Context: an optimization exercise on an open-source flow, tuned for small area, a short achievable clock period and few clock cycles. The choices shown serve that exercise and are no tape-out recipe.
No functional check of the RTL was part of this run.
No activity file was given, so power comes from the tool's default toggle rates.

--- constraint.sdc ---
create_clock -name core_clock -period 12.0 [get_ports {clk}]
set_input_delay 2.4000 -clock core_clock [delete_from_list [all_inputs] [get_ports {clk}]]
set_output_delay 2.4000 -clock core_clock [all_outputs]
set_load 0.01 [all_outputs]
--- config.mk ---
export PLATFORM = sky130hd
export DESIGN_NAME = r62_idcodec
export DESIGN_NICKNAME = r62_idcodec
export VERILOG_FILES = /design/flow/design.v
export SDC_FILE = /design/flow/constraint.sdc
export NUM_CORES = 4
export LEC_CHECK = 0
export CAP_MARGIN = 20
export CORE_MARGIN = 2
export CORE_UTILIZATION = 40
export SLEW_MARGIN = 20
--- design.v ---
module r62_idcodec (
    input  wire         clk,
    input  wire         rst,         
    input  wire         start,       
    input  wire         op,          
    input  wire [63:0]  now_ms,      
    input  wire [63:0]  ent_in,      
    input  wire [31:0]  len_in,      
    input  wire [175:0] text_in,     
    output wire         ready,
    output reg          done,
    output reg          gen_err,     
    output reg  [2:0]   pstat,       
    output wire [127:0] val_out,     
    output wire [175:0] text_out,    
    output reg  [63:0]  tsms_out,    
    output reg  [4:0]   errpos,      
    output reg  [7:0]   errchr       
);
    localparam [63:0] EPOCH_MS = 64'd1577836800000;   
    localparam [2:0] PS_OK       = 3'd1,
                     PS_BAD_LEN  = 3'd2,
                     PS_BAD_FMT  = 3'd3,
                     PS_DEC_ERR  = 3'd4,
                     PS_BAD_CRC  = 3'd5;
    localparam [2:0] S_IDLE  = 3'd0,
                     S_G_CRC = 3'd1,    
                     S_G_DIV = 3'd2,    
                     S_P_DEC = 3'd3,    
                     S_P_CRC = 3'd4;    
    reg [2:0]   state;
    reg [6:0]   cnt;       
    reg [4:0]   dcnt;      
    reg [127:0] val;       
    reg [127:0] dv;        
    reg [5:0]   rem;       
    reg [15:0]  crc;
    reg [175:0] text;      
    reg         ovf;       
    assign ready    = (state == S_IDLE);
    assign val_out  = val;
    assign text_out = text;
    function [6:0] digit_of;    
        input [7:0] c;
        reg   [7:0] d;
        begin
            if (c >= 8'h30 && c <= 8'h39)      begin d = c - 8'h30;          digit_of = {1'b0, d[5:0]}; end
            else if (c >= 8'h41 && c <= 8'h5A) begin d = c - 8'h41 + 8'd10; digit_of = {1'b0, d[5:0]}; end
            else if (c >= 8'h61 && c <= 8'h7A) begin d = c - 8'h61 + 8'd36; digit_of = {1'b0, d[5:0]}; end
            else                               begin d = 8'h00;              digit_of = 7'h40;          end
        end
    endfunction
    function [7:0] sym_of;
        input [5:0] d;
        begin
            if (d < 6'd10)      sym_of = 8'h30 + {2'b00, d};
            else if (d < 6'd36) sym_of = 8'h41 + {2'b00, d} - 8'd10;
            else                sym_of = 8'h61 + {2'b00, d} - 8'd36;
        end
    endfunction
    wire [64:0] elapsed   = {now_ms[63], now_ms} - {1'b0, EPOCH_MS};
    wire        ts_bad    = elapsed[64] | (|elapsed[63:48]);
    wire        crc_fb    = crc[15] ^ dv[127];
    wire [15:0] crc_next  = {crc[14:0], 1'b0} ^ (crc_fb ? 16'h1021 : 16'h0000);
    wire [6:0]  rem_sh    = {rem, dv[127]};
    wire        q_bit     = (rem_sh >= 7'd62);
    wire [6:0]  rem_sub   = rem_sh - 7'd62;
    wire [5:0]  rem_next  = q_bit ? rem_sub[5:0] : rem_sh[5:0];
    wire [6:0]   cur_dig  = digit_of(text[175:168]);
    wire [133:0] acc_next = {6'd0, val} * 134'd62 + {128'd0, cur_dig[5:0]};
    wire         ovf_next = ovf | (|acc_next[133:128]);
    always @(posedge clk) begin
        if (rst) begin
            state <= S_IDLE;
            done  <= 1'b0;
        end else begin
            done <= 1'b0;
            case (state)
            S_IDLE: begin
                if (start) begin
                    if (!op) begin
                        if (ts_bad) begin
                            gen_err <= 1'b1;
                            done    <= 1'b1;
                        end else begin
                            gen_err <= 1'b0;
                            val     <= {elapsed[47:0], ent_in, 16'h0000};
                            dv      <= {elapsed[47:0], ent_in, 16'h0000};
                            crc     <= 16'hFFFF;
                            cnt     <= 7'd0;
                            state   <= S_G_CRC;
                        end
                    end else begin
                        if (len_in != 32'd22) begin
                            pstat <= PS_BAD_LEN;
                            done  <= 1'b1;
                        end else begin
                            text  <= text_in;
                            val   <= 128'd0;
                            ovf   <= 1'b0;
                            dcnt  <= 5'd0;
                            state <= S_P_DEC;
                        end
                    end
                end
            end
            S_G_CRC: begin
                crc <= crc_next;
                dv  <= {dv[126:0], 1'b0};
                cnt <= cnt + 7'd1;
                if (cnt == 7'd111) begin
                    val   <= {val[127:16], crc_next};
                    dv    <= {val[127:16], crc_next};
                    rem   <= 6'd0;
                    cnt   <= 7'd0;
                    dcnt  <= 5'd0;
                    state <= S_G_DIV;
                end
            end
            S_G_DIV: begin
                rem <= rem_next;
                dv  <= {dv[126:0], q_bit};
                cnt <= cnt + 7'd1;
                if (cnt == 7'd127) begin
                    text <= {sym_of(rem_next), text[175:8]};
                    rem  <= 6'd0;
                    dcnt <= dcnt + 5'd1;
                    if (dcnt == 5'd21) begin
                        done  <= 1'b1;
                        state <= S_IDLE;
                    end
                end
            end
            S_P_DEC: begin
                if (cur_dig[6]) begin
                    errpos <= dcnt;
                    errchr <= text[175:168];
                    pstat  <= PS_BAD_FMT;
                    done   <= 1'b1;
                    state  <= S_IDLE;
                end else begin
                    val  <= acc_next[127:0];
                    ovf  <= ovf_next;
                    text <= {text[167:0], 8'h00};
                    dcnt <= dcnt + 5'd1;
                    if (dcnt == 5'd21) begin
                        if (ovf_next) begin
                            pstat <= PS_DEC_ERR;
                            done  <= 1'b1;
                            state <= S_IDLE;
                        end else begin
                            dv    <= acc_next[127:0];
                            crc   <= 16'hFFFF;
                            cnt   <= 7'd0;
                            state <= S_P_CRC;
                        end
                    end
                end
            end
            S_P_CRC: begin
                crc <= crc_next;
                dv  <= {dv[126:0], 1'b0};
                cnt <= cnt + 7'd1;
                if (cnt == 7'd111) begin
                    if (crc_next == val[15:0]) begin
                        pstat    <= PS_OK;
                        tsms_out <= {16'h0000, val[127:80]} + EPOCH_MS;
                    end else begin
                        pstat    <= PS_BAD_CRC;
                    end
                    done  <= 1'b1;
                    state <= S_IDLE;
                end
            end
            default: state <= S_IDLE;
            endcase
        end
    end
endmodule
--- run.sh ---
#!/bin/bash
# synth_recipe.tcl (not shown) runs the flow's synth.tcl, then flattens the netlist and writes it again
# the make line also repeats each setting of config.mk as NAME=value (left out here)
make -C /OpenROAD-flow-scripts/flow DESIGN_CONFIG=/design/flow/config.mk WORK_HOME=/design/flow/orfs CLKGATE_MAP_FILE= SYNTH_SCRIPT=/design/flow/synth_recipe.tcl finish
==> results.cfg <==
[place]
dp_cells = 8170
place.gp.congestion = 1.07
detailed_place_hpwl_um = 180000
port_buffers = 711

[yosys]
synth_commonest_cells = inv_1 (847), nand2_1 (709), edfxtp_1 (533)
yosysWarnings = 1
ys_ff_latch = 537
seq_area_frac_synth = 0.304
synth_area_mm2 = 0.0529
ys.flop_type = edfxtp_1
ys_types = 108
synthDominantCellAreaShare = 0.302
yosysMostFrequentCell = inv_1
async_flop_share = 0
yosysTopAreaCell = edfxtp_1
avgSynthCellArea_um2 = 8.94
synthTopCellsByArea = edfxtp_1 (30%), fa_1 (14%), inv_1 (6.0%), ha_1 (5.1%), nand2_1 (5.0%)
synth_edf_count = 533
syn_inst = 5921

[sta]
rsz0062_at_grt = false
min_period_ps = 10670
period_share = 0.889
clock_skew_ps = 52.2
holdWs_ps = 524
timing.fmax_mhz = 93.7
hold_violations = 0
slew_viol_final = 0
fin_setup_tns_ps = 0
setup_viol = 0
worst_pin_slew_ps = 1200
relSlewSlack = 0.193

[clock_tree]
clk_pin_slew_ps = 60
root_buffer = clkbuf_16
post_cts_buffers = 0
htree_levels = 3
cts.sinks = 537
hold_buffers = 0
cts_buffer_depth = 3
cts_resized = 0
clk_latency_ps = 720
cts_tree = done
cts_buffers = 68

[global_route]
grt_usage = 0.317
overflow = 0
antenna_found_initial = 27
grt_pass1_wl_um = 322000
grt_max_degree = 174
first_global_vias = 47499

[routing]
drtIter0Drc = 4784
drc = 0
firstDrtPassIters = 7
via_count = 48416
via_per_inst = 5.83
wire_per_inst_um = 26.5
wl_um = 220000
ant_nets = 0

[power]
p_sw_mw = 1.06
clockPowerShare = 0.479
leakage_nw = 25.1
swShare = 0.237
p_int_mw = 3.43
p_comb_frac = 0.062
power_density_mw_per_mm2 = 70.3
seqPwrFrac = 0.459
vdd_drop_max_mv = 0.0887

[floorplan]
core_area_mm2 = 0.131
fp.dieH_um = 368
ios = 727
die_w_um = 368
die_area_mm2 = 0.135
start_util = 0.403
rows = 133

[final_layout]
multi_input_area_mm2 = 0.0326
nets = 7418
drive_gt1_frac = 0.0369
regArea_mm2 = 0.0161
syn_to_final_growth_pct = 20.7
fillCellCount = 12810
fin_cells = 8298
utilization = 0.486

[setup_path]
start_kind = flip-flop
crit_type = flip-flop to flip-flop
crit_fanout = 16
cp-startpoint = val[24]$_DFFE_PP_
crit_path_end_kind = flip-flop
cp.arrival_ps = 10970
reg2reg_from = val[24]$_DFFE_PP_
cp_data_required_time_ps = 12300

[job]
cap_violations = 0

[hold_path]
hp-start = dcnt[1]$_SDFFCE_PP0P_
holdCritPathClass = flip-flop to flip-flop

[outcome]
status = finished clean
-- through the flow --
stage,cell area [um2],setup WS [ps],power (mW)
6_report,63900,1330,4.49
3_3_place_gp,61600,1740,2.37
4_1_cts,63900,1600,4.53
3_5_place_dp,61600,1640,2.38
5_1_grt,63900,971,4.62
2_1_floorplan,53000,923,2.22
-- critical path: stages, from the launching register on --
cell       delay, ps
edfxtp_1         490
inv_1            200
fa_1             560
inv_1             60
fa_1             530
inv_1             60
fa_1             500
inv_1             40
ha_1             400
nand2_1          220
nor2_1           170
a32oi_1          640
a21oi_1          310
nor4_2          1020
xor2_1           230
or3_4            430
or4_4            570
nor4_2           640
and4_1           530
nand4_2          180
or4_1            500
a21o_1           220
a2111oi_4        580
nor2b_2          170
a2111oi_4       1000
-- power groups by stage --
| stage | Combinational [mW] | Sequential [mW] | Clock, mW |
|---|---|---|---|
| finish | 0.278 | 2.06 | 2.15 |
| global placement | 0.271 | 2.10 | 0 |
| detailed placement | 0.276 | 2.10 | 0 |
| floorplan | 0.117 | 2.10 | 0 |
| global route | 0.303 | 2.06 | 2.25 |
| CTS | 0.277 | 2.06 | 2.19 |
-- final timing paths --
check                                        endpoint  slack [ps]  cells past startpoint
worst max-delay path            crc[11]$_SDFFCE_PN1P_        1330                     24
worst min-delay path              errpos[1]$_DFFE_PP_         520                      0
worst max register to register  crc[11]$_SDFFCE_PN1P_        1330                     24
worst min register to register    errpos[1]$_DFFE_PP_         520                      0
-- cell families (layout without fill, tap and decap cells) --
group / Yosys count / in the layout / share of synthesized area
AND/OR/NAND/NOR: 1740 / 1740 / 0.161
adder cells (fa/ha/maj): 593 / 593 / 0.194
other: 1 / 22 / 0.0000709
buffers and inverters: 1130 / 1731 / 0.0837
flip-flops: 537 / 537 / 0.304
multiplexers: 177 / 177 / 0.0335
XOR/XNOR: 310 / 310 / 0.0513
AO/OA/AOI/OAI: 1433 / 1433 / 0.172
-- registers in the layout, indices dropped and copies added, names as in the netlist --
name,flops
text,176
dv,128
val,128
tsms_out,49
crc,16
errchr,8
cnt,7
rem,6
dcnt,5
errpos,5
pstat,3
state,3
done,1
gen_err,1
ovf,1
-- final cells by class --
class	count	area share
diodes	7	0.000274
clock buffers	80	0.0273
clock inverters	41	0.00780
inverters	848	0.0498
multi-input cells	4268	0.510
flip-flops and latches	537	0.252
well taps	1755	0.0344
repair buffers	762	0.118
-- cell usage in the layout (no fill, tap or decap), drive strengths merged, types with 26 or more instances in the layout --
master	count
a211oi	39
a21o	58
a21oi	324
a222oi	81
a22oi	44
a31oi	26
and2	35
and3	44
and4	49
buf	51
clkbuf	80
clkdlybuf4s50	711
clkinv	29
edfxtp	533
fa	378
ha	215
inv	852
mux2i	176
nand2	709
nand2b	35
nand3	103
nand4	124
nor2	299
nor3	103
nor4	64
o211ai	32
o21ai	551
o21bai	27
or3	37
xnor2	182
xor2	128
-- layer usage --
layer	up-vias	track usage	part of all wire
met5	-	0	0.00089
met4	30	0.0992	0.035
met3	328	0.0602	0.073
met2	1970	0.522	0.47
met1	24195	0.421	0.42
li1	21893	-	-

-- port drivers added, routing unchanged --
Ports are ideal in the flow. The routed layout listed here was re-timed in OpenROAD.
Step 1 (the two cells are an assumption about what drives the block):
set clk [get_ports {clk}]
set_driving_cell -lib_cell sky130_fd_sc_hd__clkbuf_16 $clk
set_driving_cell -lib_cell sky130_fd_sc_hd__buf_2 [delete_from_list [all_inputs] $clk]
Step 2, shift: input delay + t, output delay - t, t = (earliest + latest rising clock arrival at the registers) / 2. This alone moves slack from input paths to output paths.
a / b / c = ideal ports / drivers / drivers and shift; a / b = the first two.
t, ns: 0.763
setup WS [ns]: 1.330 / 1.330 / 1.330
worst register clock-pin slew, ns: 0.08 / 0.08
After both steps setup and hold are still met in this run. The setup slack of this run moves by 0.000 ns with the drivers and by 0.000 ns with both steps.
